This is an optimization exercise on Yosys and OpenROAD, whose aim is small area, a short achievable clock period and few clock cycles per item, not a production implementation.
RTL that was checked went through simulation tests only; none was proved equivalent to the original.

## cbc_aes_dec
module cbc_aes_dec (
    input  wire         clk,
    input  wire         rst,         
    input  wire         key_load,    
    input  wire [127:0] key_in,
    input  wire         iv_load,     
    input  wire [127:0] iv_in,
    input  wire         blk_valid,   
    input  wire [127:0] blk_in,
    output reg          ready,
    output reg          out_valid,   
    output reg  [127:0] out_data
);
For scale: about 520 I/O pins.
Settings: LEC_CHECK=0, CAP_MARGIN=20, CORE_MARGIN=2, CORE_UTILIZATION=60, CTS_CLUSTER_DIAMETER=80, CTS_CLUSTER_SIZE=24, GPL_ROUTABILITY_DRIVEN=0, PLACE_DENSITY=0.7, SLEW_MARGIN=20, SYNTH_HIERARCHICAL=1; clock period 10.0 ns.
standard.sh (not shown) runs the stock make flow with config.mk's settings and CLKGATE_MAP_FILE= SYNTH_SCRIPT=/design/flow/synth_recipe.tcl, a recipe that flattens the netlist after the stock synthesis.
==> flow/flow/run.sh <==
#!/bin/bash
# The standard layout (the standard.sh, unchanged synthesis), with
#  - the port buffers made with the smallest buffer cell (every port still gets one).
export SETUP_SLACK_MARGIN=6.8
export BUFFER_PORTS_ARGS="-buffer_cell sky130_fd_sc_hd__buf_1"
bash standard.sh > standard.log 2>&1
The baseline completed without violations.
Testbench counts at the start, summed over its fixed seeds: cycles 25,069, blocks 2,457.
Next try:
- CORE_UTILIZATION: 60 -> 55
- GPL_ROUTABILITY_DRIVEN: 0 -> default
After rerunning: Wire length rose by a few percent. Sequential cell count is unchanged. Die area rises by a little under a tenth. Design area climbs slightly. Worst setup slack is better by 0.018 ns. Worst hold slack loses 0.015 ns.
Next try:
- CORE_UTILIZATION: 55 -> 60
Outcome: The changed run completed with no timing, DRC or antenna violations. Synthesized cell count is unchanged. Global-route usage rises by 3.2 points. Clock-buffer cell count rises by 2. Routed wire length falls by 2.5%. Design area falls by 0.66%. Worst setup slack gets worse by 0.026 ns. Area after synthesis does not change. Core utilization rises by 5.4 points. Via count is about the same.
Next try:
- CTS_CLUSTER_DIAMETER: 80 -> 70
- CTS_CLUSTER_SIZE: 24 -> 20
- GPL_ROUTABILITY_DRIVEN: default -> 0
After rerunning: Die area is unchanged; worst hold slack barely changes; synthesized cell count is unchanged; cell count hardly moves; non-clock buffer count drops by 12; clock skew climbs by 0.0043 ns; setup slack gets worse by 0.015 ns; core utilization climbs by 0.25 points.

* * *

Setup of old:
Another version of the RTL of cbc_aes_dec (not shown whole).
Size: about 520 I/O pins.
export LEC_CHECK = 0
export CAP_MARGIN = 20
export CORE_MARGIN = 2
export CORE_UTILIZATION = 70
export CTS_CLUSTER_DIAMETER = 80
export CTS_CLUSTER_SIZE = 24
export PLACE_DENSITY = 0.8
export SLEW_MARGIN = 20
export SYNTH_HIERARCHICAL = 1
create_clock -name core_clock -period 10.0 [get_ports {clk}]
Scripts as last shown in full above: flow/flow/run.sh
Relative to old, the following input files were edited for new:
- changing PLACE_DENSITY from 0.8 to 0.7
- changing CORE_UTILIZATION from 70 to 60
## What came out
Where routed wire length is concerned, old is outperformed by new.
| post-detailed-route via-to-cell ratio | higher: old |
Looking at the reports, new completed the entire flow and the layout it produced met the timing, DRC and antenna checks.
[compare] base=old new=new: time the final worst path needs with I/O delays and setup lower; clock transition at the register clock pins on the worst setup and hold paths after CTS shows a reduction of 0.02 ns; post-CTS setup repair buffer count increased by 7 relative to the old numbers; global-route usage saw a decrease.
Of the two candidates, old has the worse final setup skew and new the better one.
new gives more worst setup slack than old did.
No functional check of the RTL was part of any run of this note.

* * *

## alpha
cbc_aes_dec, a different RTL version from the one above (not shown whole).
For scale: about 8600 cells after synthesis, roughly 79000 um^2 of cells after synthesis.
Settings: LEC_CHECK=0, CAP_MARGIN=20, CORE_MARGIN=2, CORE_UTILIZATION=60, CTS_CLUSTER_DIAMETER=80, CTS_CLUSTER_SIZE=24, SLEW_MARGIN=20, SYNTH_HIERARCHICAL=1; clock period 10.0 ns.
==> flow/flow/run.sh <==
#!/bin/bash
# The standard layout (the standard.sh, unchanged synthesis), with
#  - the port buffers made with the smallest buffer cell (every port still gets one).
export SETUP_SLACK_MARGIN=7.0
export BUFFER_PORTS_ARGS="-buffer_cell sky130_fd_sc_hd__buf_1"
bash standard.sh > standard.log 2>&1
alpha completed end to end with timing, DRC and antenna clean.
## Diff of input files: beta against alpha
-- flow/flow/run.sh --
<<< alpha, line 4
export SETUP_SLACK_MARGIN=7.0
>>> beta, line 4
export SETUP_SLACK_MARGIN=6.6
[summary]
The higher multi-input gate share of the layout cell area of beta and alpha is in beta. Fmax, beta and alpha, lower one = beta. Placed instance area (beta vs. alpha) decreases slightly. NOTE: via count in beta falls short of that of alpha. Origin of the worst setup path: k1[27]$_DFF_P_ -> beta, ready$_SDFF_PP1_ -> alpha.
The following lists how gamma was set up differently from beta:
-- flow/flow/run.sh --
<<< beta, line 4
export SETUP_SLACK_MARGIN=6.6
>>> gamma, line 4
export SETUP_SLACK_MARGIN=6.8
## What came out
- Taking beta as the reference, in gamma number of rows created at floorplan was more or less identical; count of endpoints failing hold in the final timing report was more or less identical.
- st0[71]$_DFF_P_ as the capturing element of the worst setup path was reported by gamma, and st0[1]$_DFF_P_ by beta.
- gamma reached the end of the flow, and the finished layout is clean on the timing, DRC and antenna checks.
- beta went all the way through synthesis, placement and routing and the layout is clean on timing, DRC and antenna.
- The post-synthesis to final-layout area growth of gamma exceeds that of beta by 1.7 points.
- beta → gamma: global-route usage decreased by 0.98 points relative to the old numbers; met3 capacity usage during global routing fell by 0.42 points; post-route worst hold slack went up.
- The number of buffers inserted during clock tree synthesis reported for gamma is smaller than that of beta by about 4%.
The following lists how delta was set up differently from gamma:
-- flow/flow/run.sh --
<<< gamma, line 4
export SETUP_SLACK_MARGIN=6.8
>>> delta, line 4
export SETUP_SLACK_MARGIN=6.6
-- flow/config.mk --
<<< gamma, line 10
export CORE_UTILIZATION = 60
export CTS_CLUSTER_DIAMETER = 80
export CTS_CLUSTER_SIZE = 24
>>> delta, line 10
export CORE_UTILIZATION = 50
==> run notes <==
In delta, routed wire length is higher than in gamma. The run showing the smaller area overhead of the layout relative to synthesis is gamma. Between gamma and delta, the flow reports cell count increasing by a few percent. Higher length of routed met3 wiring among gamma and delta: gamma.
No functional check of the RTL was part of any run of this note.

* * *

== job 9420 ==
cbc_aes_dec again, from the RTL that the note above started with.
// cbc_aes_dec
module cbc_aes_dec (
    input  wire         clk,
    input  wire         rst,         
    input  wire         key_load,    
    input  wire [127:0] key_in,
    input  wire         iv_load,     
    input  wire [127:0] iv_in,
    input  wire         blk_valid,   
    input  wire [127:0] blk_in,
    output reg          ready,
    output reg          out_valid,   
    output reg  [127:0] out_data
);
clock: 10.0 ns
lec_check: 0
cap_margin: 20
core_margin: 2
core_utilization: 60
cts_cluster_diameter: 80
cts_cluster_size: 24
slew_margin: 20
synth_hierarchical: 1
==> flow/flow/run.sh <==
#!/bin/bash
# The standard layout (the standard.sh, unchanged synthesis), with
#  - the port buffers made with the smallest buffer cell (every port still gets one).
export SETUP_SLACK_MARGIN=6.4
export BUFFER_PORTS_ARGS="-buffer_cell sky130_fd_sc_hd__buf_1"
bash standard.sh > standard.log 2>&1
Inputs modified between job 9420 and job 7627:
diff --git a/flow/flow/run.sh b/flow/flow/run.sh
--- a/flow/flow/run.sh
+++ b/flow/flow/run.sh
@@ -4 +4 @@
-export SETUP_SLACK_MARGIN=6.4
+export SETUP_SLACK_MARGIN=6.6
diff --git a/flow/config.mk b/flow/config.mk
--- a/flow/config.mk
+++ b/flow/config.mk
@@ -10 +10 @@
-export CORE_UTILIZATION = 60
+export CORE_UTILIZATION = 50
--- outcome ---
- Job 7627 reached the end of the flow, and the finished layout is clean on the timing, DRC and antenna checks.
- From job 9420 to job 7627 the numbers moved as follows: utilization decreased by 10 points relative to the old numbers; number of instances in the synthesized netlist flat; minimum period implied by the final worst setup slack lost 0.24 ns; post-synthesis to final-layout area growth rose 2.3 points.
Function was not checked in any run of this note: the RTL went through the layout flow alone.

* * *

## onyx
Another version of the RTL of cbc_aes_dec (not shown whole).
For scale: ~8,300 cells after synthesis, roughly 78,000 um2 of cells after synthesis.
==> flow/design.v (excerpt) <==
module cbc_aes_dec (
    input  wire         clk,
    input  wire         rst,         
    input  wire         key_load,    
    input  wire [127:0] key_in,
    input  wire         iv_load,     
    input  wire [127:0] iv_in,
    input  wire         blk_valid,   
    input  wire [127:0] blk_in,
    output reg          ready,
    output reg          out_valid,   
    output reg  [127:0] out_data
);
    localparam [1:0] S_RUN   = 2'd0,   
                     S_KCHK  = 2'd1,   
                     S_DRAIN = 2'd2,   
                     S_EXP   = 2'd3;   
    reg [1:0]   fsm;
    reg         kvalid;   
    reg [127:0] dk;       
    reg [31:0]  dkt;      
    reg [3:0]   estep;    
    reg [1:0]   ephase;   
    reg [127:0] civ;      
    reg         ent;      
    reg         a0;       
    reg [3:0]   r0;
    reg [127:0] st0;      
    reg [127:0] k0;       
    reg         kok0;
    reg [31:0]  u0;       
    reg [127:0] iv0;      
    reg         a1;
    reg [3:0]   r1;
    reg [127:0] st1;
    reg [127:0] k1;       
    reg         kok1;
    reg [31:0]  t1;       
    reg [127:0] iv1;
    wire take     = ready && !rst;
    wire take_key = take && key_load;
    wire take_iv  = take && !key_load && iv_load;
    wire take_blk = take && !key_load && !iv_load && blk_valid;
    wire [127:0] isr;
    wire [127:0] isb;
    genvar r, c;
    generate
        for (c = 0; c < 4; c = c + 1) begin : g_col
            for (r = 0; r < 4; r = r + 1) begin : g_row
  ...
==> flow/config.mk <==
export PLATFORM = sky130hd
export DESIGN_NAME = cbc_aes_dec
export DESIGN_NICKNAME = cbc_aes_dec
export VERILOG_FILES = /design/flow/design.v
export SDC_FILE = /design/flow/constraint.sdc
export NUM_CORES = 8
export LEC_CHECK = 0
export CAP_MARGIN = 20
export CORE_MARGIN = 2
export CORE_UTILIZATION = 60
export CTS_CLUSTER_DIAMETER = 75
export CTS_CLUSTER_SIZE = 28
export PLACE_DENSITY = 0.7
export SLEW_MARGIN = 20
export SYNTH_HIERARCHICAL = 1
==> flow/constraint.sdc <==
create_clock -name core_clock -period 10.0 [get_ports {clk}]
set_input_delay 2.0000 -clock core_clock [delete_from_list [all_inputs] [get_ports {clk}]]
set_output_delay 2.0000 -clock core_clock [all_outputs]
set_load 0.01 [all_outputs]
==> flow/flow/run.sh <==
#!/bin/bash
# The standard layout (the standard.sh, unchanged synthesis), with
#  - the port buffers made with the smallest buffer cell (every port still gets one).
export SETUP_SLACK_MARGIN=6.8
export BUFFER_PORTS_ARGS="-buffer_cell sky130_fd_sc_hd__buf_1"
bash standard.sh > standard.log 2>&1
onyx finished every step from synthesis to the final layout, and the layout passed the timing, DRC and antenna checks.
Testbench counts of onyx, summed over its fixed seeds: cycles 25,142, blocks 2,457.
> inputs changed (onyx -> quartz)
Settings: swapping 28 for 24 in CTS_CLUSTER_SIZE; swapping 75 for 80 in CTS_CLUSTER_DIAMETER; clearing PLACE_DENSITY, which used to be 0.7.
Relative to onyx, length of routed met3 wiring has increased by about 3.3% in quartz. Compared with onyx, quartz ends up with less cell area. Comparing onyx and quartz, the higher clock buffer and inverter area fraction after layout was measured on onyx. | final non-filler cell total | onyx vs quartz | ≈ equal |. Summary of quartz over onyx: overall track demand over capacity in global routing about even; half-perimeter wire length of the detailed placement result fell 1900 um. In terms of largest buffer count on any clock path, quartz and onyx differ only marginally. Area growth from synthesis to layout is higher on onyx.

[port drivers added, routing unchanged]
How much do the figures lean on ideal ports? The routed layouts below were timed once more, with nothing changed but the port constraints.
Step 1 assumes that a clkbuf_16 drives the clock port and a buf_2 every other input.
Step 2 adds t to the input delays and takes it off the output delays; t is the mean of the earliest and latest rising clock arrival at the registers after step 1. Input paths then give back, and output paths get back, about the clock's delay inside the block.
Three values: ideal ports, drivers, drivers and shift; two values: the first two.
run	t (ns)	setup slack, ns	slew at the worst register clock pin (ns)	cell pins on the clock port's net
the first run of note 1	0.829	6.703 / 6.632 / 6.024	0.11 / 0.11	1
the second run of note 1	0.807	6.720 / 6.572 / 5.765	0.11 / 0.11	1
the third run of note 1	0.807	6.695 / 6.646 / 6.071	0.10 / 0.10	1
the fourth run of note 1	0.839	6.679 / 6.595 / 6.001	0.10 / 0.10	1
old	0.784	6.382 / 6.382 / 5.952	0.11 / 0.11	1
new	0.803	6.621 / 6.621 / 5.946	0.11 / 0.11	1
alpha	0.821	6.750 / 6.660 / 5.866	0.10 / 0.10	1
beta	0.825	6.543 / 6.543 / 5.847	0.10 / 0.10	1
gamma	0.804	6.680 / 6.680 / 5.961	0.10 / 0.10	1
delta	0.874	6.562 / 6.559 / 5.786	0.07 / 0.07	1
job 9420	0.823	6.315 / 6.315 / 5.623	0.10 / 0.10	1
job 7627	0.825	6.555 / 6.581 / 5.788	0.10 / 0.10	1
onyx	0.834	6.649 / 6.618 / 5.785	0.11 / 0.11	1
quartz	0.791	6.715 / 6.704 / 6.056	0.11 / 0.11	1
After both steps setup and hold are still met in every run listed. The setup slack of the second run of note 1, which loses most, moves by -0.148 ns with the drivers and by -0.955 ns with both steps.
